Context: an optimization exercise on an open-source flow, tuned for small area. The choices shown serve that exercise and are no tape-out recipe. Only simulation tests tie the RTL to the original design; equivalence was not proved. Power and IR drop assume default switching activity.

==> flow/design.v (excerpt) <==
module mbf_engine #(
    parameter NCH   = 3,
    parameter T_IFD = 8      
) (
    input  wire        clk,
    input  wire        rst,
    input  wire        wr_en,
    input  wire [11:0] wr_addr,
    input  wire [31:0] wr_data,
    input  wire        cmd_valid,
    output wire        cmd_ready,
    input  wire [31:0] cmd_word,
    input  wire [15:0] cmd_arg0,
    input  wire [15:0] cmd_arg1,
    output reg         cmd_done,
    output wire [3:0]  cmd_result,
    output wire        cmd_tid_valid,
    output wire [15:0] cmd_tid,
    input  wire        tick,
    input  wire        wm_valid,
    output wire        wm_ready,
    input  wire [15:0] wm_data,
    output wire        tx_valid,
    input  wire        tx_ready,
    output wire [7:0]  tx_data,
    output wire        tx_last,
    output wire [1:0]  tx_ch,
    input  wire        rx_valid,
    input  wire [7:0]  rx_data,
    input  wire        rx_last,
    input  wire        rx_err,
    input  wire        rx_err_io,
    output wire        open_req,
    output wire [1:0]  open_ch,
    output wire        open_kind,
    input  wire        open_ans_valid,
    input  wire [1:0]  open_ans,
    output reg         close_req,
    output wire [1:0]  close_ch,
    output reg         ev_valid,
    output wire [1:0]  ev_ch,
    output wire [3:0]  ev_outcome,
    output wire [15:0] ev_tid,
    output reg         ev_rsp_valid,
    output wire [7:0]  ev_rsp_unit,
    output wire [7:0]  ev_rsp_fc,
    output wire [15:0] ev_rsp_value,
    output wire [7:0]  ev_rsp_exc,
    output wire        busy,
    output reg         overrun,
    output reg         fatal,
    output reg         enable,
    output reg         mbx_valid,
    output wire [5:0]  ch_state
);
clock: 10.0 ns
lec_check: 0
cap_margin: 20
core_margin: 2
core_utilization: 65
gpl_timing_driven: 0
place_density: 0.75
slew_margin: 20
buffer_ports_args: -buffer_cell sky130_fd_sc_hd__buf_1
cts_args: -sink_clustering_enable -repair_clock_nets -dont_use_dummy_load -buf_list sky130_fd_sc_hd__clkbuf_8 -sink_clustering_size 16 -sink_clustering_max_diameter 60
standard.sh (not shown) runs the stock make flow with config.mk's settings and CLKGATE_MAP_FILE= SYNTH_SCRIPT=/design/flow/synth_recipe.tcl, a recipe that flattens the netlist after the stock synthesis.
==> flow/flow/run.sh <==
#!/bin/bash
# Standard ORFS layout (the standard.sh, synthesis unchanged) with two
# layout choices: the port buffers use the smallest buffer, and clock tree
# synthesis uses clkbuf_8 with larger sink clusters and no dummy loads.
set -euo pipefail
cat >> config.mk <<'EOC'
export BUFFER_PORTS_ARGS = -buffer_cell sky130_fd_sc_hd__buf_1
export CTS_ARGS = -sink_clustering_enable -repair_clock_nets -dont_use_dummy_load -buf_list sky130_fd_sc_hd__clkbuf_8 -sink_clustering_size 16 -sink_clustering_max_diameter 60
EOC
bash standard.sh finish > flow_make.log 2>&1
The baseline ran to the end with no violations.
Change:
Settings changed: CAP_MARGIN 20 to 10, CORE_UTILIZATION 65 to 70, PLACE_DENSITY 0.75 to 0.8, SLEW_MARGIN 20 to 10.
Outcome: The changed run ran to the end with no violations. Final area is lower by 0.75%. Clock power is about the same. Hold slack is worse by 0.0098 ns. Setup slack is worse by 0.11 ns. Clock skew is higher by 0.027 ns.
Change:
Settings changed: CAP_MARGIN 10 to 20, SLEW_MARGIN 10 to 20.
Count of clock-buffer cells in the layout does not change.
Fmax stays flat.
Hold slack is better by 0.027 ns.
Flip-flop and latch count stays the same.
Setup slack is better by 0.013 ns.
Critical path depth stays the same.
Power increases by 0.52%.
Sequential power is about the same.
Cell area increases by 0.44%.
Die area stays the same.
Global-route usage increases by 1.8 points.
Change:
--- a/flow/flow/run.sh
+++ b/flow/flow/run.sh
@@ -6,5 +6,5 @@
 cat >> config.mk <<'EOC'
 export BUFFER_PORTS_ARGS = -buffer_cell sky130_fd_sc_hd__buf_1
-export CTS_ARGS = -sink_clustering_enable -repair_clock_nets -dont_use_dummy_load -buf_list sky130_fd_sc_hd__clkbuf_8 -sink_clustering_size 16 -sink_clustering_max_diameter 60
+export CTS_ARGS = -sink_clustering_enable -repair_clock_nets -dont_use_dummy_load -buf_list sky130_fd_sc_hd__clkbuf_8 -sink_clustering_size 20 -sink_clustering_max_diameter 70
 EOC
 bash standard.sh finish > flow_make.log 2>&1
Settings changed: CTS_ARGS -sink_clustering_enable -repair_clock_nets -dont_use_dummy_load -buf_list sky130_fd_sc_hd__clkbuf_8 -sink_clustering_size 16 -sink_clustering_max_diameter 60 to -sink_clustering_enable -repair_clock_nets -dont_use_dummy_load -buf_list sky130_fd_sc_hd__clkbuf_8 -sink_clustering_size 20 -sink_clustering_max_diameter 70.
Effect:
- register-to-register slack hardly moves
- cell area drops by 0.48%
- synthesized cell count is unchanged
- setup slack degrades by 0.0046 ns
- worst hold slack is worse by 0.020 ns
- routed wire length fell by 2.7%
- count of clock-buffer cells in the layout came out lower by 11
- clock skew goes down by 0.0080 ns
- power is lower by 2.2%
- critical path depth does not change
- sequential cell count stays the same

## static timing again, ports no longer ideal
How much do the figures lean on ideal ports? The routed layouts below were timed once more, with nothing changed but the port constraints.
Step 1 assumes that a clkbuf_16 drives the clock port and a buf_2 every other input.
Step 2 moves the port delays by t, midway between the first and last clock arrival at a register: inputs arrive t later, outputs are due t later. That takes back most of the time a late clock gives input paths.
a / b / c = ideal / step 1 / step 2; a / b = the first two.
run | t, ns | slack for setup (ns) | hold WS [ns] | worst setup path after step 2 | cell pins on the clock port's net
the first run | 0.733 | 2.738 / 2.682 / 3.415 | 0.395 / 0.395 / 0.395 | register to output | 1
the second run | 0.725 | 2.625 / 2.571 / 3.295 | 0.385 / 0.385 / 0.385 | register to output | 1
the third run | 0.742 | 2.639 / 2.585 / 3.327 | 0.413 / 0.413 / 0.413 | register to output | 1
the fourth run | 0.721 | 2.634 / 2.579 / 3.299 | 0.393 / 0.393 / 0.393 | register to output | 1
After both steps every run listed still meets setup and hold.
